This design comes from an exercise in tuning for a short achievable clock period on the open sky130 flow, not from production work.
Function was checked by simulation only, so behaviour that the tests miss may differ from the original.
Power and IR drop assume default switching activity.

**design/flow/config.mk**
```make
export PLATFORM = sky130hd
export DESIGN_NAME = fbw_lcb
export DESIGN_NICKNAME = fbw_lcb
export VERILOG_FILES = /design/flow/design.v
export SDC_FILE = /design/flow/constraint.sdc
export NUM_CORES = 4
export LEC_CHECK = 0
export CAP_MARGIN = 20
export CORE_MARGIN = 2
export CORE_UTILIZATION = 40
export SLEW_MARGIN = 20
```
**design/flow/run.sh**
```bash
#!/bin/bash
# synth_recipe.tcl (not shown) runs the flow's synth.tcl, then flattens the netlist and writes it again
# the make line also repeats each setting of config.mk as NAME=value (left out here)
make -C /OpenROAD-flow-scripts/flow DESIGN_CONFIG=/design/flow/config.mk WORK_HOME=/design/flow/orfs CLKGATE_MAP_FILE= SYNTH_SCRIPT=/design/flow/synth_recipe.tcl finish
```
**design/flow/constraint.sdc**
```tcl
create_clock -name core_clock -period 22.0 [get_ports {clk}]
set_input_delay 4.4000 -clock core_clock [delete_from_list [all_inputs] [get_ports {clk}]]
set_output_delay 4.4000 -clock core_clock [all_outputs]
set_load 0.01 [all_outputs]
```
**design/flow/design.v**
```verilog
module fbw_fsync (
    input  wire        clk,
    input  wire        rst,
    input  wire        rx_valid,
    input  wire [7:0]  rx_data,
    output wire        pkt_valid,
    output wire [15:0] pkt_axisX,
    output wire [15:0] pkt_axisY,
    output wire [7:0]  pkt_button,
    output wire [1:0]  fs_diag
);
    localparam [7:0] SENTINEL = 8'hAA;
    reg        idle;                           
    reg [6:1]  pos;                            
    reg [7:0]  buf1, buf2, buf3, buf4, buf5;   
    reg [7:0]  sum;                            
    assign pkt_axisX  = {buf2, buf1};
    assign pkt_axisY  = {buf4, buf3};
    assign pkt_button = buf5;
    wire take   = !rst && rx_valid;
    wire chk_eq = (rx_data == sum);
    assign pkt_valid  = take && pos[6] && chk_eq;               
    assign fs_diag[1] = take && pos[6] && !chk_eq;              
    assign fs_diag[0] = take && idle && (rx_data != SENTINEL);  
    always @(posedge clk) begin
        if (rst) begin
            idle <= 1'b1;
            pos  <= 6'd0;
        end else if (rx_valid) begin
            idle <= idle ? (rx_data != SENTINEL) : pos[6];
            pos  <= {pos[5:1], idle && (rx_data == SENTINEL)};
        end
    end
    always @(posedge clk) begin
        if (rx_valid) begin
            if (pos[1]) begin buf1 <= rx_data; sum <= rx_data; end
            if (pos[2]) begin buf2 <= rx_data; sum <= sum + rx_data; end
            if (pos[3]) begin buf3 <= rx_data; sum <= sum + rx_data; end
            if (pos[4]) begin buf4 <= rx_data; sum <= sum + rx_data; end
            if (pos[5]) begin buf5 <= rx_data; sum <= sum + rx_data; end
        end
    end
endmodule
module fbw_unpack (
    input  wire        rst,
    input  wire        pl_valid,
    input  wire [7:0]  pl_len,
    input  wire [39:0] pl_data,
    output wire        upk_valid,
    output wire [15:0] upk_axisX,
    output wire [15:0] upk_axisY,
    output wire [7:0]  upk_button,
    output wire [1:0]  pl_diag
);
    localparam [7:0] PAYLOAD_LEN = 8'd5;
    wire take = !rst && pl_valid;
    assign upk_valid  = take && (pl_len == PAYLOAD_LEN);
    assign pl_diag    = (take && (pl_len != PAYLOAD_LEN)) ? 2'd3 : 2'd0;
    assign upk_axisX  = pl_data[15:0];
    assign upk_axisY  = pl_data[31:16];
    assign upk_button = pl_data[39:32];
endmodule
module fbw_axmap (
    input  wire [15:0] raw,
    output wire [7:0]  angle,
    output wire [7:0]  angle_m
);
    wire signed [15:0] r = raw;
    wire [89:0] t;
    assign t[0] = (r >= -16'sd32766);
    assign t[1] = (r >= -16'sd32038);
    assign t[2] = (r >= -16'sd31310);
    assign t[3] = (r >= -16'sd30582);
    assign t[4] = (r >= -16'sd29854);
    assign t[5] = (r >= -16'sd29126);
    assign t[6] = (r >= -16'sd28398);
    assign t[7] = (r >= -16'sd27669);
    assign t[8] = (r >= -16'sd26941);
    assign t[9] = (r >= -16'sd26213);
    assign t[10] = (r >= -16'sd25485);
    assign t[11] = (r >= -16'sd24757);
    assign t[12] = (r >= -16'sd24029);
    assign t[13] = (r >= -16'sd23300);
    assign t[14] = (r >= -16'sd22572);
    assign t[15] = (r >= -16'sd21844);
    assign t[16] = (r >= -16'sd21116);
    assign t[17] = (r >= -16'sd20388);
    assign t[18] = (r >= -16'sd19660);
    assign t[19] = (r >= -16'sd18932);
    assign t[20] = (r >= -16'sd18203);
    assign t[21] = (r >= -16'sd17475);
    assign t[22] = (r >= -16'sd16747);
    assign t[23] = (r >= -16'sd16019);
    assign t[24] = (r >= -16'sd15291);
    assign t[25] = (r >= -16'sd14563);
    assign t[26] = (r >= -16'sd13834);
    assign t[27] = (r >= -16'sd13106);
    assign t[28] = (r >= -16'sd12378);
    assign t[29] = (r >= -16'sd11650);
    assign t[30] = (r >= -16'sd10922);
    assign t[31] = (r >= -16'sd10194);
    assign t[32] = (r >= -16'sd9466);
    assign t[33] = (r >= -16'sd8737);
    assign t[34] = (r >= -16'sd8009);
    assign t[35] = (r >= -16'sd7281);
    assign t[36] = (r >= -16'sd6553);
    assign t[37] = (r >= -16'sd5825);
    assign t[38] = (r >= -16'sd5097);
    assign t[39] = (r >= -16'sd4368);
    assign t[40] = (r >= -16'sd3640);
    assign t[41] = (r >= -16'sd2912);
    assign t[42] = (r >= -16'sd2184);
    assign t[43] = (r >= -16'sd1456);
    assign t[44] = (r >= -16'sd728);
    assign t[45] = (r >= 16'sd729);
    assign t[46] = (r >= 16'sd1457);
    assign t[47] = (r >= 16'sd2185);
    assign t[48] = (r >= 16'sd2913);
    assign t[49] = (r >= 16'sd3641);
    assign t[50] = (r >= 16'sd4369);
    assign t[51] = (r >= 16'sd5098);
    assign t[52] = (r >= 16'sd5826);
    assign t[53] = (r >= 16'sd6554);
    assign t[54] = (r >= 16'sd7282);
    assign t[55] = (r >= 16'sd8010);
    assign t[56] = (r >= 16'sd8738);
    assign t[57] = (r >= 16'sd9467);
    assign t[58] = (r >= 16'sd10195);
    assign t[59] = (r >= 16'sd10923);
    assign t[60] = (r >= 16'sd11651);
    assign t[61] = (r >= 16'sd12379);
    assign t[62] = (r >= 16'sd13107);
    assign t[63] = (r >= 16'sd13835);
    assign t[64] = (r >= 16'sd14564);
    assign t[65] = (r >= 16'sd15292);
    assign t[66] = (r >= 16'sd16020);
    assign t[67] = (r >= 16'sd16748);
    assign t[68] = (r >= 16'sd17476);
    assign t[69] = (r >= 16'sd18204);
    assign t[70] = (r >= 16'sd18933);
    assign t[71] = (r >= 16'sd19661);
    assign t[72] = (r >= 16'sd20389);
    assign t[73] = (r >= 16'sd21117);
    assign t[74] = (r >= 16'sd21845);
    assign t[75] = (r >= 16'sd22573);
    assign t[76] = (r >= 16'sd23301);
    assign t[77] = (r >= 16'sd24030);
    assign t[78] = (r >= 16'sd24758);
    assign t[79] = (r >= 16'sd25486);
    assign t[80] = (r >= 16'sd26214);
    assign t[81] = (r >= 16'sd26942);
    assign t[82] = (r >= 16'sd27670);
    assign t[83] = (r >= 16'sd28399);
    assign t[84] = (r >= 16'sd29127);
    assign t[85] = (r >= 16'sd29855);
    assign t[86] = (r >= 16'sd30583);
    assign t[87] = (r >= 16'sd31311);
    assign t[88] = (r >= 16'sd32039);
    assign t[89] = (r >= 16'sd32767);
    assign angle[0] = (!t[0]) | (t[1] & !t[2]) | (t[3] & !t[4]) | (t[5] & !t[6]) | (t[7] & !t[8]) | (t[9] & !t[10]) | (t[11] & !t[12]) | (t[13] & !t[14]) | (t[15] & !t[16]) | (t[17] & !t[18]) | (t[19] & !t[20]) | (t[21] & !t[22]) | (t[23] & !t[24]) | (t[25] & !t[26]) | (t[27] & !t[28]) | (t[29] & !t[30]) | (t[31] & !t[32]) | (t[33] & !t[34]) | (t[35] & !t[36]) | (t[37] & !t[38]) | (t[39] & !t[40]) | (t[41] & !t[42]) | (t[43] & !t[44]) | (t[45] & !t[46]) | (t[47] & !t[48]) | (t[49] & !t[50]) | (t[51] & !t[52]) | (t[53] & !t[54]) | (t[55] & !t[56]) | (t[57] & !t[58]) | (t[59] & !t[60]) | (t[61] & !t[62]) | (t[63] & !t[64]) | (t[65] & !t[66]) | (t[67] & !t[68]) | (t[69] & !t[70]) | (t[71] & !t[72]) | (t[73] & !t[74]) | (t[75] & !t[76]) | (t[77] & !t[78]) | (t[79] & !t[80]) | (t[81] & !t[82]) | (t[83] & !t[84]) | (t[85] & !t[86]) | (t[87] & !t[88]) | (t[89]);
    assign angle[1] = (t[0] & !t[2]) | (t[4] & !t[6]) | (t[8] & !t[10]) | (t[12] & !t[14]) | (t[16] & !t[18]) | (t[20] & !t[22]) | (t[24] & !t[26]) | (t[28] & !t[30]) | (t[32] & !t[34]) | (t[36] & !t[38]) | (t[40] & !t[42]) | (t[44] & !t[46]) | (t[48] & !t[50]) | (t[52] & !t[54]) | (t[56] & !t[58]) | (t[60] & !t[62]) | (t[64] & !t[66]) | (t[68] & !t[70]) | (t[72] & !t[74]) | (t[76] & !t[78]) | (t[80] & !t[82]) | (t[84] & !t[86]) | (t[88]);
    assign angle[2] = (!t[2]) | (t[6] & !t[10]) | (t[14] & !t[18]) | (t[22] & !t[26]) | (t[30] & !t[34]) | (t[38] & !t[42]) | (t[46] & !t[50]) | (t[54] & !t[58]) | (t[62] & !t[66]) | (t[70] & !t[74]) | (t[78] & !t[82]) | (t[86]);
    assign angle[3] = (!t[2]) | (t[10] & !t[18]) | (t[26] & !t[34]) | (t[42] & !t[50]) | (t[58] & !t[66]) | (t[74] & !t[82]);
    assign angle[4] = (t[2] & !t[18]) | (t[34] & !t[50]) | (t[66] & !t[82]);
    assign angle[5] = (!t[18]) | (t[50] & !t[82]);
    assign angle[6] = (t[18] & !t[82]);
    assign angle[7] = (t[82]);
    assign angle_m[0] = (!t[0]) | (t[1] & !t[2]) | (t[3] & !t[4]) | (t[5] & !t[6]) | (t[7] & !t[8]) | (t[9] & !t[10]) | (t[11] & !t[12]) | (t[13] & !t[14]) | (t[15] & !t[16]) | (t[17] & !t[18]) | (t[19] & !t[20]) | (t[21] & !t[22]) | (t[23] & !t[24]) | (t[25] & !t[26]) | (t[27] & !t[28]) | (t[29] & !t[30]) | (t[31] & !t[32]) | (t[33] & !t[34]) | (t[35] & !t[36]) | (t[37] & !t[38]) | (t[39] & !t[40]) | (t[41] & !t[42]) | (t[43] & !t[44]) | (t[45] & !t[46]) | (t[47] & !t[48]) | (t[49] & !t[50]) | (t[51] & !t[52]) | (t[53] & !t[54]) | (t[55] & !t[56]) | (t[57] & !t[58]) | (t[59] & !t[60]) | (t[61] & !t[62]) | (t[63] & !t[64]) | (t[65] & !t[66]) | (t[67] & !t[68]) | (t[69] & !t[70]) | (t[71] & !t[72]) | (t[73] & !t[74]) | (t[75] & !t[76]) | (t[77] & !t[78]) | (t[79] & !t[80]) | (t[81] & !t[82]) | (t[83] & !t[84]) | (t[85] & !t[86]) | (t[87] & !t[88]) | (t[89]);
    assign angle_m[1] = (!t[1]) | (t[3] & !t[5]) | (t[7] & !t[9]) | (t[11] & !t[13]) | (t[15] & !t[17]) | (t[19] & !t[21]) | (t[23] & !t[25]) | (t[27] & !t[29]) | (t[31] & !t[33]) | (t[35] & !t[37]) | (t[39] & !t[41]) | (t[43] & !t[45]) | (t[47] & !t[49]) | (t[51] & !t[53]) | (t[55] & !t[57]) | (t[59] & !t[61]) | (t[63] & !t[65]) | (t[67] & !t[69]) | (t[71] & !t[73]) | (t[75] & !t[77]) | (t[79] & !t[81]) | (t[83] & !t[85]) | (t[87] & !t[89]);
    assign angle_m[2] = (!t[3]) | (t[7] & !t[11]) | (t[15] & !t[19]) | (t[23] & !t[27]) | (t[31] & !t[35]) | (t[39] & !t[43]) | (t[47] & !t[51]) | (t[55] & !t[59]) | (t[63] & !t[67]) | (t[71] & !t[75]) | (t[79] & !t[83]) | (t[87]);
    assign angle_m[3] = (t[7] & !t[15]) | (t[23] & !t[31]) | (t[39] & !t[47]) | (t[55] & !t[63]) | (t[71] & !t[79]) | (t[87]);
    assign angle_m[4] = (t[7] & !t[23]) | (t[39] & !t[55]) | (t[71] & !t[87]);
    assign angle_m[5] = (t[7] & !t[39]) | (t[71]);
    assign angle_m[6] = (t[7] & !t[71]);
    assign angle_m[7] = (!t[7]);
endmodule
module fbw_fsafe #(
    parameter integer TIMEOUT_MS = 800
) (
    input  wire        clk,
    input  wire        rst,
    input  wire        pkt_valid,
    input  wire [15:0] pkt_axisX,
    input  wire [15:0] pkt_axisY,
    input  wire        poll,
    input  wire [31:0] now,
    output wire [39:0] servo_angle,
    output wire        servo_upd,
    output wire        failsafe
);
    localparam [7:0] CENTER = 8'd90;
    reg        link_state;       
    reg        ts_valid;
    reg        fresh;
    reg [31:0] win_lo;           
    reg [31:0] win_hi;           
    reg        win_wrap;         
    reg [7:0]  angle0, angle1, angleY;
    wire [7:0] ax, ax_m, ay, ay_m;
    fbw_axmap u_mapx (.raw(pkt_axisX), .angle(ax), .angle_m(ax_m));
    fbw_axmap u_mapy (.raw(pkt_axisY), .angle(ay), .angle_m(ay_m));
    wire ge_lo     = (now >= win_lo);
    wire gt_hi     = (now > win_hi);
    wire in_window = ge_lo ^ gt_hi ^ win_wrap;
    wire expired   = !ts_valid || !in_window;
    wire poll_exp  = poll && !fresh && expired;
    wire force_n   = !pkt_valid && poll_exp;
    assign servo_upd = !rst && (pkt_valid || poll_exp);
    assign failsafe  = rst || (!pkt_valid && (link_state || poll_exp));
    wire [32:0] hi_next = {1'b0, now} + TIMEOUT_MS;
    always @(posedge clk) begin
        if (rst) begin
            link_state <= 1'b1;
            ts_valid   <= 1'b0;
            fresh      <= 1'b0;
            angle0 <= CENTER;
            angle1 <= CENTER;
            angleY <= CENTER;
        end else if (pkt_valid) begin
            link_state <= 1'b0;
            ts_valid   <= 1'b1;
            fresh      <= !poll;
            angle0 <= ax;
            angle1 <= ax_m;
            angleY <= ay;
        end else if (poll) begin
            fresh <= 1'b0;
            if (force_n) begin
                link_state <= 1'b1;
                angle0 <= CENTER;
                angle1 <= CENTER;
                angleY <= CENTER;
            end
        end
    end
    always @(posedge clk) begin
        if (!rst && pkt_valid) begin
            win_lo   <= now;
            win_hi   <= hi_next[31:0];
            win_wrap <= hi_next[32];
        end
    end
    assign servo_angle = {angleY, angleY, angleY, angle1, angle0};
endmodule
module fbw_lcb (
    input  wire        clk,
    input  wire        rst,
    input  wire        rx_valid,
    input  wire [7:0]  rx_data,
    output wire        pkt_valid,
    output wire [15:0] pkt_axisX,
    output wire [15:0] pkt_axisY,
    output wire [7:0]  pkt_button,
    output wire [1:0]  fs_diag,
    input  wire        pl_valid,
    input  wire [7:0]  pl_len,
    input  wire [39:0] pl_data,
    output wire        upk_valid,
    output wire [15:0] upk_axisX,
    output wire [15:0] upk_axisY,
    output wire [7:0]  upk_button,
    output wire [1:0]  pl_diag,
    input  wire        poll,
    input  wire [31:0] now,
    output wire [39:0] servo_angle,
    output wire        servo_upd,
    output wire        failsafe
);
    fbw_fsync u_fsync (
        .clk(clk), .rst(rst),
        .rx_valid(rx_valid), .rx_data(rx_data),
        .pkt_valid(pkt_valid), .pkt_axisX(pkt_axisX), .pkt_axisY(pkt_axisY),
        .pkt_button(pkt_button), .fs_diag(fs_diag)
    );
    fbw_unpack u_unpack (
        .rst(rst),
        .pl_valid(pl_valid), .pl_len(pl_len), .pl_data(pl_data),
        .upk_valid(upk_valid), .upk_axisX(upk_axisX), .upk_axisY(upk_axisY),
        .upk_button(upk_button), .pl_diag(pl_diag)
    );
    fbw_fsafe #(.TIMEOUT_MS(800)) u_fsafe (
        .clk(clk), .rst(rst),
        .pkt_valid(upk_valid), .pkt_axisX(upk_axisX), .pkt_axisY(upk_axisY),
        .poll(poll), .now(now),
        .servo_angle(servo_angle), .servo_upd(servo_upd), .failsafe(failsafe)
    );
endmodule
```
==> flow_summary.ini, run 1 <==
[final_layout]
area_delta_synth_final_pct = 16.1
utilization_pct = 47.1
n_antenna_cell = 0
nNetsFinal = 2082
drive_gt1_share_pct = 5.74
instances_no_fill = 2402

[yosys]
ys_top_cells_by_area = edfxtp_1 (22%), ha_1 (5.6%), a21oi_1 (4.6%)
synth_edf_count = 108
synth_fp_nets = 2034
netlist_area_um2 = 14900
ys_types = 96
yosysMostFrequentCell = a21oi_1
ys_seq_area_share_pct = 26.3
ys_warn_count = 2
synth-seq-cells = 141
synth_top_area_share_pct = 21.8
synthFlopType = edfxtp_1
yosys-top-cells-count = a21oi_1 (137), nand2_1 (133), edfxtp_1 (108)
syn_inst = 1873
synth_top_cell_by_area = edfxtp_1
ys_async_sr_fraction_pct = 0
syn_area_per_cell_um2 = 7.93

[worst_setup_path]
timing.rr.end = u_fsafe.angle1[7]$_SDFFE_PP0P_
path_max_fanout = 6
slowest_stage = clkdlybuf4s50_1
timing.rr.start = u_fsafe.win_lo[13]$_DFFE_PP_
criticalPathCategory = input pin to output port
startpoint_type = input pin
rr_worst_depth = 11
critPathArrivalTime_ns = 7.76
endpoint_kind = output port
slowest_delay_ns = 0.57
crit_required_ns = 17.60
crit_chain = clkdlybuf4s50_1, ha_1, nand4_1, nor4_1, and3_1, o22ai_1, a21oi_1, xor2_1, o21ai_1, a21oi_1, clkdlybuf4s50_1
reg2reg_slack_ns = 19.07

[pwr]
p_leak_nw = 6.05
ir_drop_uv = 55.1
power_density_nw_per_um2 = 46.9

[min_path]
min_to = u_fsync.pos[1]$_SDFFE_PP0P_
min_path_type = flop to flop
min_from = u_fsync.pos[1]$_SDFFE_PP0P_
min_delay_path_depth = 2

[timing]
setup_viol = 0
clock.fmax_mhz = 82.2
tightest_slew_ns = 1.22
fin_skew_ns = 0.00656
maxSlewViolCount = 0
hold_violations = 0
rsz0062_at_grt = false
fin_crit_sh_pct = 55.3
setup-tns-final_ns = 0
finalWorstSetupSlack_ns = 9.84
fin_crit_ns = 12.16
relSlewSlack_pct = 17.9

[clock_tree]
clockBufferDepth = 2
insertion_delay_ns = 0.42
cts_max_level = 4
cts_tree = done
cts_sinks = 141
ctsRootBufferMaster = clkbuf_16
clkTransAtPathRegs_ns = 0.06
cts_buffers = 17
hold_buffers = 0
cts_resized = 0
post-cts-setup-buffers = 0

[place]
dp_slack_ns = 9.83
gp_congestion = 1.11
post-place-cells = 2370
io_buffers = 204
hpwl_um = 50400

[floorplanning]
fp.dieW_um = 197
die-area_um2 = 38700
coreArea_um2 = 36600
placementRows = 70
ios = 221
start_util_pct = 40.6
fp.dieH_um = 197

[global_routing]
grt_pass1_wl_um = 103000
grt_max_degree = 61
antenna_found_initial = 0
grtUsageTotal_pct = 35.0
grt_overflow = 0
grt_pass1_vias = 15900

[routing]
wire_per_inst_um = 29.3
vias_per_cell = 7.18
routed-via-count = 17300
drc = 0
dr.first_iter.drc_count = 2927
drtPass1Iterations = 10
wirelength_um = 70400
drtAntennaViolNets = 0

[job]
maxCapViolCount = 0

[status]
status = finished clean
power by group:
group | total (mW) | switching [mW] | internal [mW] | leakage (nW)
Clock | 0.299 | 0.119 | 0.180 | 0.294
Sequential | 0.287 | 0.0000776 | 0.286 | 1.23
Combinational | 0.224 | 0.153 | 0.0712 | 4.52
Total | 0.809 | 0.272 | 0.538 | 6.05
kinds of logic (layout without fill, tap and decap cells):
group                      count (synthesis)  after routing  synth area share (%)
muxes                                      2              2                 0.143
DFF                                      141            141                  26.3
AOI/OAI and AO/OA                        640            640                  29.7
buffers and inverters                    322            383                  10.4
xor gates and xnor gates                  33             33                  1.95
and+or+nand+nor                          667            667                  25.7
adders and majority gates                 68             68                  5.78
worst max-delay path, delay by kind of cell:
family / cells / cell delay [ns]
buf+inv: 2 / 1.11
simple gates: 3 / 0.95
compound gates: 4 / 0.68
fa+ha+maj: 1 / 0.40
xor+xnor: 1 / 0.22
state kept, by name (all words and copies together) (netlist names):
signal / cells
u_fsafe.fresh: 1
u_fsafe.angle1: 7
u_fsync.pos: 6
u_fsafe.link_state: 1
u_fsafe.win_wrap: 1
u_fsync.buf1: 8
u_fsync.idle: 1
u_fsync.buf5: 8
u_fsafe.angleY: 8
u_fsync.buf4: 8
u_fsafe.win_hi: 27
u_fsync.sum: 8
u_fsafe.ts_valid: 1
u_fsafe.angle0: 8
u_fsafe.win_lo: 32
u_fsync.buf2: 8
u_fsync.buf3: 8
cell usage in the layout (no fill, tap or decap), types with 18 or more instances in the layout:
| cell type | n |
|---|---|
| o2111ai_1 | 20 |
| nand2b_1 | 28 |
| edfxtp_1 | 108 |
| inv_1 | 103 |
| o211ai_1 | 30 |
| o21a_1 | 27 |
| buf_4 | 42 |
| dfxtp_1 | 33 |
| and3_1 | 18 |
| a21oi_1 | 137 |
| nor4_1 | 36 |
| clkdlybuf4s50_1 | 199 |
| and2_1 | 23 |
| o22ai_1 | 22 |
| nand2_1 | 133 |
| o21ai_0 | 89 |
| ha_1 | 67 |
| o31ai_1 | 19 |
| nor2_1 | 106 |
| xnor2_1 | 21 |
| nand3_1 | 46 |
| a21o_1 | 20 |
| nor3_1 | 44 |
| a31oi_1 | 43 |
| a211oi_1 | 36 |
| nand4_1 | 47 |
| nor2b_1 | 40 |
metrics by stage:
stage / power (mW) / area (um^2) / hold slack, ns
floorplan: 0.421 / 14900 / 0.424
global placement: 0.507 / 16600 / 0.448
detailed placement: 0.502 / 16600 / 0.463
CTS: 0.801 / 17200 / 0.472
global route: 0.832 / 17200 / 0.494
finish: 0.809 / 17200 / 0.471
worst max path at each step:
stage | from | to | slack [ns]
final | now[23] | servo_upd | 9.84
after global routing | now[27] | servo_upd | 9.55
after CTS | now[27] | servo_upd | 9.83
after detailed placement | now[27] | servo_upd | 9.83
after global placement | now[27] | servo_upd | 9.82
after floorplan | now[19] | servo_upd | 11.34
final cells by class:
class / count / area, um^2
flip-flops and latches: 141 / 3900
clock buffers: 17 / 425
well taps: 468 / 586
multi-input cells: 1410 / 9420
clock inverters: 15 / 186
inverters: 105 / 394
fillers: 3567 / 19400
repair buffers: 246 / 2330
metal layers:
layer | up-vias | share of wire [%] | global-route usage (%)
met2 | 1492 | 40 | 50.5
met4 | 0 | 5.5 | 14.8
met3 | 362 | 15 | 13.9
li1 | 7277 | - | -
met5 | - | 0 | 0
met1 | 8122 | 39 | 46.2
==> run 2: changes to the inputs <==
==> design/flow/flow/run.sh (new file) <==
#!/bin/bash
set -euo pipefail
bash standard.sh SETUP_SLACK_MARGIN=12.5 finish > flow_make.log 2>&1
==> design/flow/standard.sh (new file) <==
#!/bin/bash
# synth_recipe.tcl (not shown) runs the flow's synth.tcl, then flattens the netlist and writes it again
# the make line also repeats each setting of config.mk as NAME=value (left out here)
make -C /OpenROAD-flow-scripts/flow DESIGN_CONFIG=/design/flow/config.mk WORK_HOME=/design/flow/orfs CLKGATE_MAP_FILE= SYNTH_SCRIPT=/design/flow/synth_recipe.tcl "${@:-finish}"
removed: design/flow/run.sh
==> run 2 against run 1 <==
Against the previous run:
- non-clock buffer count increased by 49
- largest power group unchanged
- worst hold slack got worse by 0.014 ns
- power increased by 3.2%
- flip-flop and latch count unchanged
- critical path type unchanged
- highest routed layer is now met5
==> flow_summary.ini, run 2 <==
[status]
status = finished clean

[place]
hpwl_um = 50300
dp_slack_ns = 10.05
gp_congestion = 1.11
io_buffers = 204
post-place-cells = 2369

[timing]
relSlewSlack_pct = 27.5
setup-tns-final_ns = 0
maxSlewViolCount = 0
fin_crit_sh_pct = 49.7
finalWorstSetupSlack_ns = 11.06
setup_viol = 0
fin_skew_ns = 0.00848
fin_crit_ns = 10.94
tightest_slew_ns = 1.08
hold_violations = 0
clock.fmax_mhz = 91.4
rsz0062_at_grt = true

[clock_tree]
insertion_delay_ns = 0.43
cts_buffers = 17
clkTransAtPathRegs_ns = 0.07
cts_sinks = 141
ctsRootBufferMaster = clkbuf_16
cts_max_level = 4
hold_buffers = 0
clockBufferDepth = 2
cts_tree = done

[routing]
drtAntennaViolNets = 0
wirelength_um = 76400
dr.first_iter.drc_count = 3035
drc = 0
wire_per_inst_um = 31.2
vias_per_cell = 7.20
routed-via-count = 17700
drtPass1Iterations = 7

[final_layout]
nNetsFinal = 2132
multi_input_area_um2 = 10400
regMostFlops = u_fsafe.win_lo
seqCellArea_um2 = 3900
n_antenna_cell = 0
final_common_cell = nand2_1
fillCellCount = 3368
mostFrequentLayoutCells = nand2_1 (133), a21oi_1 (132), edfxtp_1 (108)
top_regs = u_fsafe.win_lo (32), u_fsafe.win_hi (27)
largest_reg_flops = 32
drive_gt1_share_pct = 17.2
instances_no_fill = 2452
area_delta_synth_final_pct = 27.6

[job]
maxCapViolCount = 0

[floorplanning]
placementRows = 70
ios = 221
fp.dieW_um = 197
coreArea_um2 = 36600
fp.dieH_um = 197
die-area_um2 = 38700
start_util_pct = 40.6

[yosys]
synth-seq-cells = 141
synth_xor_xnor_area_share_pct = 1.95
synthFlopType = edfxtp_1
synth_fa_ha_area_share_pct = 5.78
yosys-top-cells-count = a21oi_1 (137), nand2_1 (133), edfxtp_1 (108)
synth_edf_count = 108
synth_top_family_by_area = compound AO/OA/AOI/OAI gates
synth_compound_area_share_pct = 29.7
synth_top_cell_by_area = edfxtp_1
synth_top_area_share_pct = 21.8
ys_types = 96
ys_async_sr_fraction_pct = 0
ys_top_cells_by_area = edfxtp_1 (22%), ha_1 (5.6%), a21oi_1 (4.6%)
syn_inst = 1873
syn_area_per_cell_um2 = 7.93
ys_seq_area_share_pct = 26.3
synth_fp_nets = 2034
synth-simple-area-share_pct = 25.7
ys_warn_count = 2
yosysMostFrequentCell = a21oi_1
synth_mux_area_share_pct = 0.143
netlist_area_um2 = 14900

[global_routing]
grt_max_degree = 54
grt_pass1_vias = 16900
grtUsageTotal_pct = 37.9
grt_pass1_wl_um = 111000
antenna_found_initial = 2
grt_overflow = 0

[min_path]
min_path_type = flop to flop

[worst_setup_path]
crit_required_ns = 17.60
path_max_fanout = 5
slowest_stage = o211a_1
slowest_delay_ns = 0.29
criticalPathCategory = input pin to output port
endpoint_kind = output port
crit_chain = clkbuf_4, ha_4, a21o_1, a31oi_4, o2111ai_4, o211a_1, a211oi_4, xor2_2, o21ai_2, a21oi_2, buf_2
startpoint_type = input pin
critPathArrivalTime_ns = 6.54

[pwr]
ir_drop_uv = 54.9
p_leak_nw = 6.73
power_density_nw_per_um2 = 44.1
run 2: area by class of cell:
| class | instances | share of cell area (%) |
|---|---|---|
| clock buffer | 17 | 2.24 |
| clock inverter | 15 | 0.884 |
| inverter | 105 | 2.18 |
| multi-input combinational | 1411 | 54.8 |
| sequential | 141 | 20.6 |
| tap | 468 | 3.09 |
| timing repair buffer | 295 | 16.2 |
run 2: repair_timing:
| item | CTS | global route |
|---|---|---|
| gates cloned | 14 | 0 |
| pin swaps | 65 | 34 |
| setup endpoints to repair | 40 | 14 |
| resized for setup | 510 | 54 |
| buffers inserted | 28 | 9 |
| endpoints found under the hold margin | 0 | 0 |
run 2: kinds of logic after synthesis:
| family | after synthesis |
|---|---|
| AO/OA/AOI/OAI | 640 |
| XOR/XNOR | 33 |
| adder cells (fa/ha/maj) | 68 |
| buffers and inverters | 322 |
| flip-flops | 141 |
| multiplexers | 2 |
| AND/OR/NAND/NOR | 667 |
run 2: path summary, 6_finish.rpt:
check / startpoint / endpoint / slack [ns] / depth (start not counted)
max: now[13] / servo_upd / 11.06 / 11
min: u_fsafe.angle1[2]$_SDFFE_PP0P_ / u_fsafe.angle1[2]$_SDFFE_PP0P_ / 0.46 / 2
max reg2reg: u_fsafe.win_lo[27]$_DFFE_PP_ / u_fsafe.angle1[3]$_SDFFE_PP1P_ / 19.08 / 14
min reg2reg: u_fsafe.angle1[2]$_SDFFE_PP0P_ / u_fsafe.angle1[2]$_SDFFE_PP0P_ / 0.46 / 2
run 2: worst max-delay path: cells and delay by family:
| kind | cells | cell delay, ns |
|---|---|---|
| fa+ha+maj | 1 | 0.21 |
| compound gates | 7 | 1.42 |
| buf+inv | 2 | 0.31 |
| xor+xnor | 1 | 0.20 |
run 2: metal layers:
layer / global-route usage [%] / part of all wire, % / up-vias
met2: 55.6 / 41 / 1577
met4: 15.4 / 5.3 / 4
met1: 49.0 / 39 / 8328
met3: 15.9 / 15 / 371
li1: - / - / 7382
met5: 1.02 / 0.081 / -
run 2: metrics by stage:
stage | hold slack, ns | util (%) | area, um^2 | total power, mW
after global routing | 0.490 | 51.8 | 19000 | 0.856
final | 0.457 | 51.8 | 19000 | 0.835
after detailed placement | 0.449 | 45.9 | 16800 | 0.505
after floorplan | 0.424 | - | 15000 | 0.422
after CTS | 0.458 | 51.0 | 18700 | 0.816
after global placement | 0.446 | 45.9 | 16800 | 0.510
run 2: power by group:
| part | leakage (nW) | switching [mW] | internal, mW |
|---|---|---|---|
| sequential | 1.23 | 0.0000837 | 0.286 |
| clock | 0.287 | 0.129 | 0.162 |
| combinational | 5.21 | 0.168 | 0.0905 |
==> run 3: changes to the inputs <==
--- a/design/flow/design.v
+++ b/design/flow/design.v
@@ -192,22 +192,30 @@
     reg        link_state;       
     reg        ts_valid;
     reg        fresh;
-    reg [31:0] win_lo;           
-    reg [31:0] win_hi;           
-    reg        win_wrap;         
+    reg [21:0] win_h0;           
+    reg [21:0] win_h1;           
+    reg [9:0]  win_lo;           
+    reg [9:0]  win_hi;           
+    reg [9:0]  win_bo;           
+    reg        win_bo_ok;        
     reg [7:0]  angle0, angle1, angleY;
     wire [7:0] ax, ax_m, ay, ay_m;
     fbw_axmap u_mapx (.raw(pkt_axisX), .angle(ax), .angle_m(ax_m));
     fbw_axmap u_mapy (.raw(pkt_axisY), .angle(ay), .angle_m(ay_m));
-    wire ge_lo     = (now >= win_lo);
-    wire gt_hi     = (now > win_hi);
-    wire in_window = ge_lo ^ gt_hi ^ win_wrap;
+    wire [21:0] nh = now[31:10];
+    wire [9:0]  nl = now[9:0];
+    wire same_hi   = (nh == win_h0);
+    wire next_hi   = (nh == win_h1);
+    wire in_same   = (nl >= win_lo) && (nl <= win_hi);
+    wire in_next   = win_bo_ok && (nl <= win_bo);
+    wire in_window = (same_hi && in_same) || (next_hi && in_next);
     wire expired   = !ts_valid || !in_window;
     wire poll_exp  = poll && !fresh && expired;
     wire force_n   = !pkt_valid && poll_exp;
     assign servo_upd = !rst && (pkt_valid || poll_exp);
     assign failsafe  = rst || (!pkt_valid && (link_state || poll_exp));
-    wire [32:0] hi_next = {1'b0, now} + TIMEOUT_MS;
+    wire [10:0] lo_end  = {1'b0, nl} + TIMEOUT_MS;
+    wire [10:0] lo_back = {1'b0, nl} - (11'd1024 - TIMEOUT_MS);
     always @(posedge clk) begin
         if (rst) begin
             link_state <= 1'b1;
@@ -235,9 +243,12 @@
     end
     always @(posedge clk) begin
         if (!rst && pkt_valid) begin
-            win_lo   <= now;
-            win_hi   <= hi_next[31:0];
-            win_wrap <= hi_next[32];
+            win_h0    <= nh;
+            win_h1    <= nh + 22'd1;
+            win_lo    <= nl;
+            win_hi    <= lo_end[10] ? 10'd1023 : lo_end[9:0];
+            win_bo    <= lo_back[9:0];
+            win_bo_ok <= !lo_back[10];
         end
     end
     assign servo_angle = {angleY, angleY, angleY, angle1, angle0};
==> run 3 against run 2 <==
Against the previous run:
- still clean on timing, DRC and antenna
- flip-flop and latch count increased by 10
- wire length grew 5.7%
- register-to-register slack got worse by 0.14 ns
- power rose by 5.4%
- core utilization rose by 0.090 points
- cell area hardly changed
- die area down 0.41%
- worst setup slack improved by 0.46 ns
- clock power increased by 5%
- non-clock buffer count grew 8
- count of clock-buffer cells in the layout rose by 5
- synthesized cell count fell by 2.4%
- critical endpoint unchanged
- largest power group is now sequential cells
- highest routed layer unchanged
==> flow_summary.ini, run 3 <==
[final_layout]
drive_gt1_share_pct = 17.7
utilization_pct = 51.9
final_common_cell = nand2_1
instances_no_fill = 2427
nNetsFinal = 2074
area_delta_synth_final_pct = 28.1
top_regs = u_fsafe.win_h0 (22), u_fsafe.win_h1 (22)
fillCellCount = 3420
finalInstanceArea_um2 = 19000
mostFrequentLayoutCells = nand2_1 (136), nor2_1 (131), a21oi_1 (126)
n_antenna_cell = 0

[timing]
relSlewSlack_pct = 16.0
tightest_slew_ns = 1.24
fin_skew_ns = 0.00663
timing.hold.ws_ns = 0.473
fin_crit_ns = 10.49
setup-tns-final_ns = 0
hold_violations = 0
finalWorstSetupSlack_ns = 11.51
fin_crit_sh_pct = 47.7
setup_viol = 0
maxSlewViolCount = 0
rsz0062_at_grt = true
clock.fmax_mhz = 95.4

[floorplanning]
coreArea_um2 = 36500
placementRows = 70
fp.dieH_um = 196
die-area_um2 = 38500
ios = 221
fp.dieW_um = 196
start_util_pct = 40.5

[place]
dp_slack_ns = 10.10
io_buffers = 204
post-place-cells = 2339
place_area_um2 = 16800
gp_congestion = 1.09
hpwl_um = 51300

[routing]
route.met2.wl_um = 34300
wl_met1_um = 28400
wire_per_inst_um = 33.3
drc = 0
vias_per_cell = 7.30
drtAntennaViolNets = 0
met3_wirelength_um = 10500
top_layer_used = met5
routed-via-count = 17700
drtPass1Iterations = 11
wirelength_um = 80800
dr.first_iter.drc_count = 3212

[worst_setup_path]
path_max_fanout = 8
criticalPathCategory = input pin to output port
crit_chain = buf_6, ha_4, a21oi_2, nor2_1, a2111oi_2, a21oi_1, o221ai_2, nand2_2, buf_6, a21oi_2, buf_2
reg2reg_slack_ns = 18.94
startpoint_type = input pin
endpoint_kind = output port
rr_worst_depth = 12
slowest_delay_ns = 0.33
crit_required_ns = 17.60
timing.rr.end = u_fsafe.angle0[1]$_SDFFE_PP1P_
slowest_stage = a2111oi_2
critPathArrivalTime_ns = 6.09
timing.rr.start = u_fsafe.win_bo[9]$_DFFE_PP_

[pwr]
power_frac_seq_pct = 34.9
combPwrFrac_pct = 30.2
sw_frac_of_total_pct = 33.6
p_leak_nw = 6.60
pwr-share-clk_pct = 34.9
power_density_nw_per_um2 = 46.5
p_sw_mw = 0.296
power_mw = 0.880
p_int_mw = 0.585
ir_drop_uv = 60.4

[yosys]
netlist_area_um2 = 14800
ys_async_sr_fraction_pct = 0
synth_mux_area_share_pct = 0.0761
synth_top_family_by_area = compound AO/OA/AOI/OAI gates
synth_fp_nets = 1956
synth_top_cell_by_area = edfxtp_1
synth_compound_area_share_pct = 28.3
syn_area_per_cell_um2 = 8.10
ys_seq_area_share_pct = 28.4
syn_inst = 1828
synth_top_area_share_pct = 23.9
ys_types = 114
synth_xor_xnor_area_share_pct = 4.44
ys_top_cells_by_area = edfxtp_1 (24%), a21oi_1 (4.5%), dfxtp_1 (4.5%)
synth_fa_ha_area_share_pct = 3.01
synth-seq-cells = 151
ys_warn_count = 2
synth_edf_count = 118
yosys-top-cells-count = nand2_1 (140), nor2_1 (134), a21oi_1 (132)
synth-simple-area-share_pct = 26.5
synthFlopType = edfxtp_1
yosysMostFrequentCell = nand2_1

[clock_tree]
hold_buffers = 0
cts_buffers = 17
clockBufferDepth = 2
insertion_delay_ns = 0.43
ctsRootBufferMaster = clkbuf_16
cts_tree = done
cts_max_level = 4
clkTransAtPathRegs_ns = 0.06
cts_sinks = 151

[global_routing]
grt_pass1_wl_um = 117000
grtUsageTotal_pct = 41.1
antenna_found_initial = 1
grt_max_degree = 71
grt_pass1_vias = 17000
grt_overflow = 0

[min_path]
min_from = u_fsafe.angle0[7]$_SDFFE_PP0P_
min_to = u_fsafe.angle0[7]$_SDFFE_PP0P_
min_path_type = flop to flop
min_delay_path_depth = 2

[job]
maxCapViolCount = 0

[status]
status = finished clean
[run 3: changes by cell type after synthesis, moves of 10 or more]
cell,before,now
xnor2_1,21,46
inv_1,104,53
nor3_1,45,57
nor2b_1,40,29
ha_1,67,34
edfxtp_1,108,118
a31oi_1,43,31
xor2_1,12,29
nand3_1,46,58
nor2_1,106,134
[run 3: what timing repair did]
action                                 4_1_cts  5_1_grt
setup endpoints to repair                   39       18
pin swaps                                   47       21
gates cloned                                20        0
gates resized for setup                    507       48
buffers inserted                            28        6
endpoints found under the hold margin        0        0
[run 3: cell families (layout without fill, tap and decap cells)]
kind of cell | Yosys count | count (layout)
fa+ha+maj | 35 | 35
other cells | 1 | 1
mux | 1 | 1
flops | 151 | 151
xor+xnor | 75 | 75
buf+inv | 262 | 392
compound gates | 603 | 603
simple gates | 700 | 701
[run 3: area by class of cell]
type	count	area, um^2	share of cell area [%]
well taps	468	586	3.09
inverters	57	231	1.22
multi-input cells	1416	9910	52.3
clock inverters	10	98.8	0.522
flip-flops and latches	151	4200	22.2
repair buffers	303	3390	17.9
clock buffers	22	529	2.79
[run 3: power groups by stage]
stage / Sequential [mW] / Clock, mW / Combinational, mW
CTS: 0.307 / 0.310 / 0.242
global placement: 0.314 / 0 / 0.218
finish: 0.307 / 0.307 / 0.266
global route: 0.307 / 0.323 / 0.271
floorplan: 0.314 / 0 / 0.131
detailed placement: 0.314 / 0 / 0.213
[run 3: per-layer routing]
layer	GRT usage, %	up-vias
met3	15.3	527
met5	0.511	-
li1	-	7221
met4	27.1	4
met2	63.0	1619
met1	48.1	8338
[run 3: critical path, delay by kind of cell]
family	cells	cell delay [ns]
AOI/OAI and AO/OA	5	0.90
buffers and inverters	3	0.39
adders and majority gates	1	0.21
and+or+nand+nor	2	0.17
[run 3: worst max-delay path by stage]
stage,end,cells past startpoint,from,slack (ns)
floorplan,failsafe,10,now[5],11.68
global placement,failsafe,11,now[7],10.14
detailed placement,failsafe,11,now[7],10.10
CTS,failsafe,10,now[26],11.49
global route,servo_upd,11,now[5],11.43
finish,servo_upd,11,now[5],11.51
==> run 4: changes to the inputs <==
==> design/flow/flow/run.sh (replaced) <==
#!/bin/bash
set -euo pipefail
bash standard.sh SETUP_SLACK_MARGIN=13.6 finish > flow_make.log 2>&1
==> run 4 against run 3 <==
Against the previous run:
- global-route usage fell by 1.8 points
- area after synthesis did not move
- clock power fell by 7.5%
- worst setup slack got worse by 0.13 ns
- non-clock buffer count rose by 10
- wire length fell by 3.8%
- critical path type unchanged
==> flow_summary.ini, run 4 <==
[yosys]
synth-seq-cells = 151
synth_top_area_share_pct = 23.9
ys_seq_area_share_pct = 28.4
ys_types = 114
netlist_area_um2 = 14800
yosysMostFrequentCell = nand2_1
synth_fp_nets = 1956
synthFlopType = edfxtp_1
syn_area_per_cell_um2 = 8.10
syn_inst = 1828
ys_top_cells_by_area = edfxtp_1 (24%), a21oi_1 (4.5%), dfxtp_1 (4.5%)
synth_top_cell_by_area = edfxtp_1
yosys-top-cells-count = nand2_1 (140), nor2_1 (134), a21oi_1 (132)
ys_warn_count = 2
ys_async_sr_fraction_pct = 0
synth_edf_count = 118

[min_path]
min_path_type = flop to flop
min_to = u_fsafe.angle0[7]$_SDFFE_PP0P_
min_delay_path_depth = 2
min_from = u_fsafe.angle0[7]$_SDFFE_PP0P_

[worst_setup_path]
endpoint_kind = output port
startpoint_type = input pin
reg2reg_slack_ns = 19.19
timing.rr.start = u_fsafe.win_h0[8]$_DFFE_PP_
path_max_fanout = 7
criticalPathCategory = input pin to output port
slowest_delay_ns = 0.36
timing.rr.end = u_fsafe.angle1[1]$_SDFFE_PP1P_
rr_worst_depth = 9
crit_chain = clkdlybuf4s15_1, xnor2_2, nand4_1, nor4_4, o221ai_2, nand2_2, nand2b_4, o21a_1, buf_2
critPathArrivalTime_ns = 6.22
crit_required_ns = 17.60
slowest_stage = nor4_4

[routing]
drtAntennaViolNets = 0
route.met2.wl_um = 34000
drc = 0
drtPass1Iterations = 9
dr.first_iter.drc_count = 2699
routed-via-count = 17400
top_layer_used = met5
vias_per_cell = 7.15
met3_wirelength_um = 9930
wirelength_um = 77700
wl_met1_um = 27200
wire_per_inst_um = 31.9

[timing]
setup_viol = 0
maxSlewViolCount = 0
fin_crit_sh_pct = 48.3
rsz0062_at_grt = true
relSlewSlack_pct = 15.9
hold_violations = 0
clock.fmax_mhz = 94.2
fin_crit_ns = 10.62
fin_skew_ns = 0.00992
setup-tns-final_ns = 0
tightest_slew_ns = 1.25

[floorplanning]
fp.dieH_um = 196
ios = 221
fp.dieW_um = 196
start_util_pct = 40.5
die-area_um2 = 38500
coreArea_um2 = 36500
placementRows = 70

[final_layout]
nNetsFinal = 2084
top_regs = u_fsafe.win_h0 (22), u_fsafe.win_h1 (22)
drive_gt1_share_pct = 18.9
final_common_cell = nand2_1
utilization_pct = 51.6
fillCellCount = 3390
mostFrequentLayoutCells = nand2_1 (139), nor2_1 (131), a21oi_1 (127)
area_delta_synth_final_pct = 27.5

[global_routing]
grt_pass1_wl_um = 113000
grt_max_degree = 71
antenna_found_initial = 1
grt_overflow = 0
grtUsageTotal_pct = 39.3
grt_pass1_vias = 16700

[clock_tree]
ctsRootBufferMaster = clkbuf_16
insertion_delay_ns = 0.42
clkTransAtPathRegs_ns = 0.06
cts_buffers = 17
cts_max_level = 4
hold_buffers = 0
cts_sinks = 151
cts_tree = done
clockBufferDepth = 2

[status]
status = finished clean

[pwr]
p_leak_nw = 6.61
combPwrFrac_pct = 30.6
power_frac_seq_pct = 36.1
pwr-share-clk_pct = 33.3
sw_frac_of_total_pct = 33.1
power_density_nw_per_um2 = 45.2
power_mw = 0.852
p_sw_mw = 0.282
ir_drop_uv = 59.3
p_int_mw = 0.570

[job]
maxCapViolCount = 0

[place]
hpwl_um = 50800
gp_congestion = 1.11
io_buffers = 204
-- run 4: repair_timing --
item | CTS | global route
gates resized for setup | 655 | 10
buffers inserted | 48 | 10
pin swaps | 44 | 10
gates cloned | 14 | 0
setup endpoints to repair | 48 | 48
-- run 4: power by group through the flow --
| stage | Clock [mW] | Combinational (mW) | Sequential (mW) |
|---|---|---|---|
| after floorplan | 0 | 0.133 | 0.314 |
| after global placement | 0 | 0.216 | 0.314 |
| after detailed placement | 0 | 0.211 | 0.314 |
| after CTS | 0.286 | 0.240 | 0.307 |
| after global routing | 0.298 | 0.267 | 0.307 |
| final | 0.284 | 0.261 | 0.307 |
-- run 4: logic make-up after synthesis --
| group | share of synthesized area [%] |
|---|---|
| adder cells (fa/ha/maj) | 3.01 |
| multiplexers | 0.0761 |
| AO/OA/AOI/OAI | 28.3 |
| flip-flops | 28.4 |
| buffers and inverters | 9.19 |
| XOR/XNOR | 4.44 |
| other | 0.0253 |
| AND/OR/NAND/NOR | 26.5 |
-- run 4: worst max-delay path: cells and delay by family --
family	cells	cell delay (ns)
simple gates	4	0.75
compound gates	2	0.35
buf+inv	2	0.48
xor+xnor	1	0.22
-- run 4: worst max-delay path by stage --
stage          slack [ns]  endpoint  startpoint
2_1_floorplan       11.68  failsafe      now[5]
3_3_place_gp        10.18  failsafe      now[7]
3_5_place_dp        10.13  failsafe      now[7]
4_1_cts             11.44  failsafe     now[21]
5_1_grt             11.27  failsafe     now[31]
6_report            11.38  failsafe     now[17]
-- run 4: layer usage --
| layer | up-vias | GRT usage [%] |
|---|---|---|
| met2 | 1578 | 61.1 |
| li1 | 7247 | - |
| met5 | - | 0 |
| met1 | 8127 | 46.3 |
| met3 | 466 | 13.5 |
| met4 | 2 | 25.4 |
-- run 4: area by class of cell --
type | count | area, um^2 | area share (%)
flip-flops and latches | 151 | 4200 | 22.3
clock inverters | 6 | 36.3 | 0.192
well taps | 468 | 586 | 3.10
multi-input cells | 1416 | 9820 | 52.1
repair buffers | 313 | 3450 | 18.3
diodes | 1 | 2.50 | 0.0133
clock buffers | 26 | 537 | 2.85
inverters | 57 | 231 | 1.23
-- run 4: per-stage QoR --
stage | setup slack [ns] | hold slack, ns | cell area [um^2] | instances
2_1_floorplan | 11.68 | 0.442 | 15200 | 1828
3_3_place_gp | 10.18 | 0.454 | 16700 | 2333
3_5_place_dp | 10.13 | 0.467 | 16800 | 2333
4_1_cts | 11.44 | 0.476 | 18700 | 2427
5_1_grt | 11.27 | 0.490 | 18900 | 2437
6_report | 11.38 | 0.475 | 18900 | 2438
==> run 5: changes to the inputs <==
--- a/design/flow/design.v
+++ b/design/flow/design.v
@@ -14,11 +14,12 @@
     reg [6:1]  pos;                            
     reg [7:0]  buf1, buf2, buf3, buf4, buf5;   
     reg [7:0]  sum;                            
+    reg [7:0]  sum_n;                          
     assign pkt_axisX  = {buf2, buf1};
     assign pkt_axisY  = {buf4, buf3};
     assign pkt_button = buf5;
     wire take   = !rst && rx_valid;
-    wire chk_eq = (rx_data == sum);
+    wire chk_eq = (rx_data == ~sum_n);
     assign pkt_valid  = take && pos[6] && chk_eq;               
     assign fs_diag[1] = take && pos[6] && !chk_eq;              
     assign fs_diag[0] = take && idle && (rx_data != SENTINEL);  
@@ -33,11 +34,11 @@
     end
     always @(posedge clk) begin
         if (rx_valid) begin
-            if (pos[1]) begin buf1 <= rx_data; sum <= rx_data; end
-            if (pos[2]) begin buf2 <= rx_data; sum <= sum + rx_data; end
-            if (pos[3]) begin buf3 <= rx_data; sum <= sum + rx_data; end
-            if (pos[4]) begin buf4 <= rx_data; sum <= sum + rx_data; end
-            if (pos[5]) begin buf5 <= rx_data; sum <= sum + rx_data; end
+            if (pos[1]) begin buf1 <= rx_data; sum <= rx_data; sum_n <= ~rx_data; end
+            if (pos[2]) begin buf2 <= rx_data; sum <= sum + rx_data; sum_n <= ~(sum + rx_data); end
+            if (pos[3]) begin buf3 <= rx_data; sum <= sum + rx_data; sum_n <= ~(sum + rx_data); end
+            if (pos[4]) begin buf4 <= rx_data; sum <= sum + rx_data; sum_n <= ~(sum + rx_data); end
+            if (pos[5]) begin buf5 <= rx_data; sum <= sum + rx_data; sum_n <= ~(sum + rx_data); end
         end
     end
 endmodule
@@ -202,12 +203,22 @@
     wire [7:0] ax, ax_m, ay, ay_m;
     fbw_axmap u_mapx (.raw(pkt_axisX), .angle(ax), .angle_m(ax_m));
     fbw_axmap u_mapy (.raw(pkt_axisY), .angle(ay), .angle_m(ay_m));
+    function ge10(input [9:0] a, input [9:0] b);
+        reg r;
+        integer i;
+        begin
+            r = 1'b1;
+            for (i = 0; i < 10; i = i + 1)
+                r = (a[i] & ~b[i]) | ((a[i] | ~b[i]) & r);
+            ge10 = r;
+        end
+    endfunction
     wire [21:0] nh = now[31:10];
     wire [9:0]  nl = now[9:0];
     wire same_hi   = (nh == win_h0);
     wire next_hi   = (nh == win_h1);
-    wire in_same   = (nl >= win_lo) && (nl <= win_hi);
-    wire in_next   = win_bo_ok && (nl <= win_bo);
+    wire in_same   = ge10(nl, win_lo) && ge10(win_hi, nl);
+    wire in_next   = win_bo_ok && ge10(win_bo, nl);
     wire in_window = (same_hi && in_same) || (next_hi && in_next);
     wire expired   = !ts_valid || !in_window;
     wire poll_exp  = poll && !fresh && expired;
==> design/flow/flow/run.sh (replaced) <==
#!/bin/bash
# Own flow: the standard layout (standard.sh: its synthesis script and steps), with
#  - slow stacked-transistor gates (or4|nor4|a2111|o2111|or3|nor3|a311|o311|a41|o41|a32|o32|a221|o221|a222) added to DONT_USE_CELLS, so
#    synthesis and the resizer map the logic to faster gates. Flip-flop cells are not affected.
# make's full output goes to flow_make.log here; each ORFS step logs under orfs/logs/.
set -euo pipefail
echo "export DONT_USE_CELLS += sky130_fd_sc_hd__a2111o_1 sky130_fd_sc_hd__a2111o_2 sky130_fd_sc_hd__a2111o_4 sky130_fd_sc_hd__a2111oi_0 sky130_fd_sc_hd__a2111oi_1 sky130_fd_sc_hd__a2111oi_2 sky130_fd_sc_hd__a2111oi_4 sky130_fd_sc_hd__a221o_1 sky130_fd_sc_hd__a221o_2 sky130_fd_sc_hd__a221o_4 sky130_fd_sc_hd__a221oi_1 sky130_fd_sc_hd__a221oi_2 sky130_fd_sc_hd__a221oi_4 sky130_fd_sc_hd__a222oi_1 sky130_fd_sc_hd__a311o_1 sky130_fd_sc_hd__a311o_2 sky130_fd_sc_hd__a311o_4 sky130_fd_sc_hd__a311oi_1 sky130_fd_sc_hd__a311oi_2 sky130_fd_sc_hd__a311oi_4 sky130_fd_sc_hd__a32o_1 sky130_fd_sc_hd__a32o_2 sky130_fd_sc_hd__a32o_4 sky130_fd_sc_hd__a32oi_1 sky130_fd_sc_hd__a32oi_2 sky130_fd_sc_hd__a32oi_4 sky130_fd_sc_hd__a41o_1 sky130_fd_sc_hd__a41o_2 sky130_fd_sc_hd__a41o_4 sky130_fd_sc_hd__a41oi_1 sky130_fd_sc_hd__a41oi_2 sky130_fd_sc_hd__a41oi_4 sky130_fd_sc_hd__nor3_1 sky130_fd_sc_hd__nor3_2 sky130_fd_sc_hd__nor3_4 sky130_fd_sc_hd__nor3b_1 sky130_fd_sc_hd__nor3b_2 sky130_fd_sc_hd__nor3b_4 sky130_fd_sc_hd__nor4_1 sky130_fd_sc_hd__nor4_2 sky130_fd_sc_hd__nor4_4 sky130_fd_sc_hd__nor4b_1 sky130_fd_sc_hd__nor4b_2 sky130_fd_sc_hd__nor4b_4 sky130_fd_sc_hd__nor4bb_1 sky130_fd_sc_hd__nor4bb_2 sky130_fd_sc_hd__nor4bb_4 sky130_fd_sc_hd__o2111a_1 sky130_fd_sc_hd__o2111a_2 sky130_fd_sc_hd__o2111a_4 sky130_fd_sc_hd__o2111ai_1 sky130_fd_sc_hd__o2111ai_2 sky130_fd_sc_hd__o2111ai_4 sky130_fd_sc_hd__o221a_1 sky130_fd_sc_hd__o221a_2 sky130_fd_sc_hd__o221a_4 sky130_fd_sc_hd__o221ai_1 sky130_fd_sc_hd__o221ai_2 sky130_fd_sc_hd__o221ai_4 sky130_fd_sc_hd__o311a_1 sky130_fd_sc_hd__o311a_2 sky130_fd_sc_hd__o311a_4 sky130_fd_sc_hd__o311ai_0 sky130_fd_sc_hd__o311ai_1 sky130_fd_sc_hd__o311ai_2 sky130_fd_sc_hd__o311ai_4 sky130_fd_sc_hd__o32a_1 sky130_fd_sc_hd__o32a_2 sky130_fd_sc_hd__o32a_4 sky130_fd_sc_hd__o32ai_1 sky130_fd_sc_hd__o32ai_2 sky130_fd_sc_hd__o32ai_4 sky130_fd_sc_hd__o41a_1 sky130_fd_sc_hd__o41a_2 sky130_fd_sc_hd__o41a_4 sky130_fd_sc_hd__o41ai_1 sky130_fd_sc_hd__o41ai_2 sky130_fd_sc_hd__o41ai_4 sky130_fd_sc_hd__or3_1 sky130_fd_sc_hd__or3_2 sky130_fd_sc_hd__or3_4 sky130_fd_sc_hd__or3b_1 sky130_fd_sc_hd__or3b_2 sky130_fd_sc_hd__or3b_4 sky130_fd_sc_hd__or4_1 sky130_fd_sc_hd__or4_2 sky130_fd_sc_hd__or4_4 sky130_fd_sc_hd__or4b_1 sky130_fd_sc_hd__or4b_2 sky130_fd_sc_hd__or4b_4 sky130_fd_sc_hd__or4bb_1 sky130_fd_sc_hd__or4bb_2 sky130_fd_sc_hd__or4bb_4 " >> config.mk
bash standard.sh SETUP_SLACK_MARGIN=12.5 finish > flow_make.log 2>&1
--- a/design/flow/config.mk
+++ b/design/flow/config.mk
@@ -9,3 +9,4 @@
 export CORE_MARGIN = 2
 export CORE_UTILIZATION = 40
 export SLEW_MARGIN = 20
+export DONT_USE_CELLS += sky130_fd_sc_hd__a2111o_1 sky130_fd_sc_hd__a2111o_2 sky130_fd_sc_hd__a2111o_4 sky130_fd_sc_hd__a2111oi_0 sky130_fd_sc_hd__a2111oi_1 sky130_fd_sc_hd__a2111oi_2 sky130_fd_sc_hd__a2111oi_4 sky130_fd_sc_hd__a221o_1 sky130_fd_sc_hd__a221o_2 sky130_fd_sc_hd__a221o_4 sky130_fd_sc_hd__a221oi_1 sky130_fd_sc_hd__a221oi_2 sky130_fd_sc_hd__a221oi_4 sky130_fd_sc_hd__a222oi_1 sky130_fd_sc_hd__a311o_1 sky130_fd_sc_hd__a311o_2 sky130_fd_sc_hd__a311o_4 sky130_fd_sc_hd__a311oi_1 sky130_fd_sc_hd__a311oi_2 sky130_fd_sc_hd__a311oi_4 sky130_fd_sc_hd__a32o_1 sky130_fd_sc_hd__a32o_2 sky130_fd_sc_hd__a32o_4 sky130_fd_sc_hd__a32oi_1 sky130_fd_sc_hd__a32oi_2 sky130_fd_sc_hd__a32oi_4 sky130_fd_sc_hd__a41o_1 sky130_fd_sc_hd__a41o_2 sky130_fd_sc_hd__a41o_4 sky130_fd_sc_hd__a41oi_1 sky130_fd_sc_hd__a41oi_2 sky130_fd_sc_hd__a41oi_4 sky130_fd_sc_hd__nor3_1 sky130_fd_sc_hd__nor3_2 sky130_fd_sc_hd__nor3_4 sky130_fd_sc_hd__nor3b_1 sky130_fd_sc_hd__nor3b_2 sky130_fd_sc_hd__nor3b_4 sky130_fd_sc_hd__nor4_1 sky130_fd_sc_hd__nor4_2 sky130_fd_sc_hd__nor4_4 sky130_fd_sc_hd__nor4b_1 sky130_fd_sc_hd__nor4b_2 sky130_fd_sc_hd__nor4b_4 sky130_fd_sc_hd__nor4bb_1 sky130_fd_sc_hd__nor4bb_2 sky130_fd_sc_hd__nor4bb_4 sky130_fd_sc_hd__o2111a_1 sky130_fd_sc_hd__o2111a_2 sky130_fd_sc_hd__o2111a_4 sky130_fd_sc_hd__o2111ai_1 sky130_fd_sc_hd__o2111ai_2 sky130_fd_sc_hd__o2111ai_4 sky130_fd_sc_hd__o221a_1 sky130_fd_sc_hd__o221a_2 sky130_fd_sc_hd__o221a_4 sky130_fd_sc_hd__o221ai_1 sky130_fd_sc_hd__o221ai_2 sky130_fd_sc_hd__o221ai_4 sky130_fd_sc_hd__o311a_1 sky130_fd_sc_hd__o311a_2 sky130_fd_sc_hd__o311a_4 sky130_fd_sc_hd__o311ai_0 sky130_fd_sc_hd__o311ai_1 sky130_fd_sc_hd__o311ai_2 sky130_fd_sc_hd__o311ai_4 sky130_fd_sc_hd__o32a_1 sky130_fd_sc_hd__o32a_2 sky130_fd_sc_hd__o32a_4 sky130_fd_sc_hd__o32ai_1 sky130_fd_sc_hd__o32ai_2 sky130_fd_sc_hd__o32ai_4 sky130_fd_sc_hd__o41a_1 sky130_fd_sc_hd__o41a_2 sky130_fd_sc_hd__o41a_4 sky130_fd_sc_hd__o41ai_1 sky130_fd_sc_hd__o41ai_2 sky130_fd_sc_hd__o41ai_4 sky130_fd_sc_hd__or3_1 sky130_fd_sc_hd__or3_2 sky130_fd_sc_hd__or3_4 sky130_fd_sc_hd__or3b_1 sky130_fd_sc_hd__or3b_2 sky130_fd_sc_hd__or3b_4 sky130_fd_sc_hd__or4_1 sky130_fd_sc_hd__or4_2 sky130_fd_sc_hd__or4_4 sky130_fd_sc_hd__or4b_1 sky130_fd_sc_hd__or4b_2 sky130_fd_sc_hd__or4b_4 sky130_fd_sc_hd__or4bb_1 sky130_fd_sc_hd__or4bb_2 sky130_fd_sc_hd__or4bb_4 
==> run 5 against run 4 <==
Against the previous run:
- still clean on timing, DRC and antenna
- non-clock buffer count shrank 13
- via count grew 5.7%
- register-to-register slack lost 0.19 ns
- clock skew grew 0.0037 ns
- cell area grew 1.0%
- power grew 7.2%
- sequential power grew 6%
- sequential share of layout area grew 1.0 points
- flip-flop and latch count grew 8
- critical endpoint unchanged
==> flow_summary.ini, run 5 <==
[status]
status = finished clean

[timing]
hold_violations = 0
tightest_slew_ns = 1.11
fin_crit_ns = 10.60
fin_crit_sh_pct = 48.2
rsz0062_at_grt = true
setup-tns-final_ns = 0
maxSlewViolCount = 0
clock.fmax_mhz = 94.4
fin_skew_ns = 0.0136
timing.hold.ws_ns = 0.464
setup_viol = 0
relSlewSlack_pct = 25.5

[clock_tree]
cts_tree = done
insertion_delay_ns = 0.43
ctsRootBufferMaster = clkbuf_16
clkTransAtPathRegs_ns = 0.08
cts_max_level = 4
clockBufferDepth = 2
cts_buffers = 17
cts_sinks = 159

[yosys]
synth-seq-cells = 159
synth_top_cell_by_area = edfxtp_1
synth_top_area_share_pct = 24.4
ys_warn_count = 2
yosysMostFrequentCell = nor2_1
ys_seq_area_share_pct = 28.6
synth_fp_nets = 2074
synth_edf_count = 126
ys_types = 75
synthFlopType = edfxtp_1
yosys-top-cells-count = nor2_1 (189), nand2_1 (150), a21oi_1 (142)
netlist_area_um2 = 15500
syn_inst = 1971
syn_area_per_cell_um2 = 7.87
ys_async_sr_fraction_pct = 0
ys_top_cells_by_area = edfxtp_1 (24%), a21oi_1 (4.6%), nor2_1 (4.6%)

[pwr]
p_int_mw = 0.606
combPwrFrac_pct = 28.6
pwr-share-clk_pct = 35.9
sw_frac_of_total_pct = 33.6
ir_drop_uv = 68.0
power_frac_seq_pct = 35.5
p_sw_mw = 0.307
power_mw = 0.913
p_leak_nw = 6.89
power_density_nw_per_um2 = 47.9

[floorplanning]
ios = 221
start_util_pct = 40.3
fp.dieH_um = 201
placementRows = 72
die-area_um2 = 40400
fp.dieW_um = 201
coreArea_um2 = 38500

[final_layout]
area_delta_synth_final_pct = 22.8
final_common_cell = nor2_1
top_regs = u_fsafe.win_h0 (22), u_fsafe.win_h1 (22)
fillCellCount = 3640
mostFrequentLayoutCells = nor2_1 (181), nand2_1 (150), a21oi_1 (140)
nNetsFinal = 2179
drive_gt1_share_pct = 15.8

[routing]
drc = 0
wirelength_um = 86100
routed-via-count = 18400
drtPass1Iterations = 8
wire_per_inst_um = 33.0
vias_per_cell = 7.06
drtAntennaViolNets = 0
dr.first_iter.drc_count = 2859

[job]
maxCapViolCount = 0

[worst_setup_path]
endpoint_kind = output port
crit_chain = buf_6, xnor2_2, and4_4, nand4b_1, o31ai_2, o211ai_1, buf_4, a21oi_4, buf_6, a21oi_4, buf_6
startpoint_type = input pin
criticalPathCategory = input pin to output port
path_delay_family = compound AO/OA/AOI/OAI gates
path_buf_inv = 4
slowest_stage = o31ai_2
slowest_delay_ns = 0.32
critPathArrivalTime_ns = 6.20
cpMostUsedCell = buf_6
path_max_fanout = 6
crit_required_ns = 17.60

[global_routing]
grtUsageTotal_pct = 40.7
grt_pass1_vias = 17300
grt_overflow = 0
antenna_found_initial = 1
grt_max_degree = 71
grt_pass1_wl_um = 122000

[place]
gp_congestion = 1.06
io_buffers = 204
hpwl_um = 56800

[min_path]
min_path_type = flop to flop
run 5: final cells by class:
| type | count | area, um^2 | share of cell area [%] |
|---|---|---|---|
| clock inverter | 14 | 218 | 1.14 |
| antenna | 1 | 2.50 | 0.0131 |
| clock buffer | 18 | 429 | 2.25 |
| multi-input combinational | 1549 | 9960 | 52.3 |
| inverter | 49 | 191 | 1.00 |
| tap | 518 | 648 | 3.40 |
| timing repair buffer | 300 | 3160 | 16.6 |
| sequential | 159 | 4440 | 23.3 |
run 5: per-layer routing:
metal / track usage (%) / up-vias / wire length, um
li1: - / 7558 / -
met1: 49.4 / 8703 / 30000
met2: 64.1 / 1713 / 38300
met3: 9.90 / 445 / 10300
met4: 27.2 / 0 / 7570
met5: 0 / - / 0
run 5: power groups by stage:
stage	registers [mW]	logic [mW]	clock network, mW
6_report	0.324	0.261	0.328
5_1_grt	0.324	0.265	0.343
4_1_cts	0.324	0.239	0.328
3_5_place_dp	0.331	0.221	0
3_3_place_gp	0.331	0.226	0
2_1_floorplan	0.331	0.134	0
run 5: final timing paths:
kind	startpoint	endpoint	slack (ns)	cells past startpoint
max	now[25]	failsafe	11.40	11
min	u_fsafe.angle0[2]$_SDFFE_PP0P_	u_fsafe.angle0[2]$_SDFFE_PP0P_	0.46	2
max reg2reg	u_fsafe.win_h1[13]$_DFFE_PP_	u_fsafe.angle1[4]$_SDFFE_PP1P_	19.00	11
min reg2reg	u_fsafe.angle0[2]$_SDFFE_PP0P_	u_fsafe.angle0[2]$_SDFFE_PP0P_	0.46	2
run 5: cells by family after synthesis:
logic type               Yosys count  synth area share [%]
adder cells (fa/ha/maj)           16                  1.24
other                              1                0.0242
flip-flops                       159                  28.6
buffers and inverters            263                  9.21
AND/OR/NAND/NOR                  809                  29.3
AO/OA/AOI/OAI                    633                  26.5
multiplexers                       7                 0.468
XOR/XNOR                          83                  4.68
run 5: stage by stage:
stage | worst slack (ns) | util [%] | instance area (um^2) | instances
finish | 11.40 | 49.5 | 19100 | 2608
CTS | 11.49 | 48.9 | 18800 | 2589
floorplan | 11.92 | - | 15600 | 1971
global placement | 10.48 | 44.8 | 17200 | 2517
detailed placement | 10.45 | 44.8 | 17200 | 2517
global route | 11.40 | 49.5 | 19000 | 2607
run 5: timing repair:
| action | CTS | global route |
|---|---|---|
| gates resized for setup | 485 | 39 |
| setup buffers | 28 | 18 |
| gates cloned | 12 | 0 |
| endpoints found under the setup margin | 37 | 16 |
| pin swaps | 57 | 24 |
| hold buffers | 0 | 0 |
run 5: worst register-to-register path, cell delays in order, from the launching register on:
cell and delay (ns):
edfxtp_1 0.46, xnor2_4 0.20, and4_4 0.25, nand4b_1 0.17, o31ai_2 0.32, o211ai_1 0.15, buf_4 0.17, a21oi_4 0.16
buf_6 0.15, buf_4 0.19, nand2_1 0.35, o22a_1 0.34

==> what the ideal ports hide <==
The flow's constraints put no driver on any port. The routed layouts listed below were extracted and timed again, unchanged, in two steps. Step 1 assumes that a clkbuf_16 drives the clock port and a buf_2 every other input. Step 2 times the ports against the registers' clock, not the clock port: input delays grow and output delays shrink by t, the midpoint of the rising clock arrivals with the driver on. Three values: no drivers, after step 1, after step 2; two values: the first two.
run | shift t [ns] | setup WS [ns] | worst data-port slew with drivers (ns)
run 1 | 0.468 | 9.836 / 9.811 / 9.811 | 0.07
run 2 | 0.473 | 11.056 / 11.015 / 11.015 | 0.07
run 3 | 0.464 | 11.514 / 11.470 / 11.470 | 0.09
run 4 | 0.462 | 11.382 / 11.355 / 11.355 | 0.13
run 5 | 0.475 | 11.403 / 11.351 / 11.351 | 0.13
After both steps setup and hold are still met in every run listed. For run 5, which loses most, drivers alone change the setup slack by -0.052 ns; drivers and shift together by -0.052 ns.
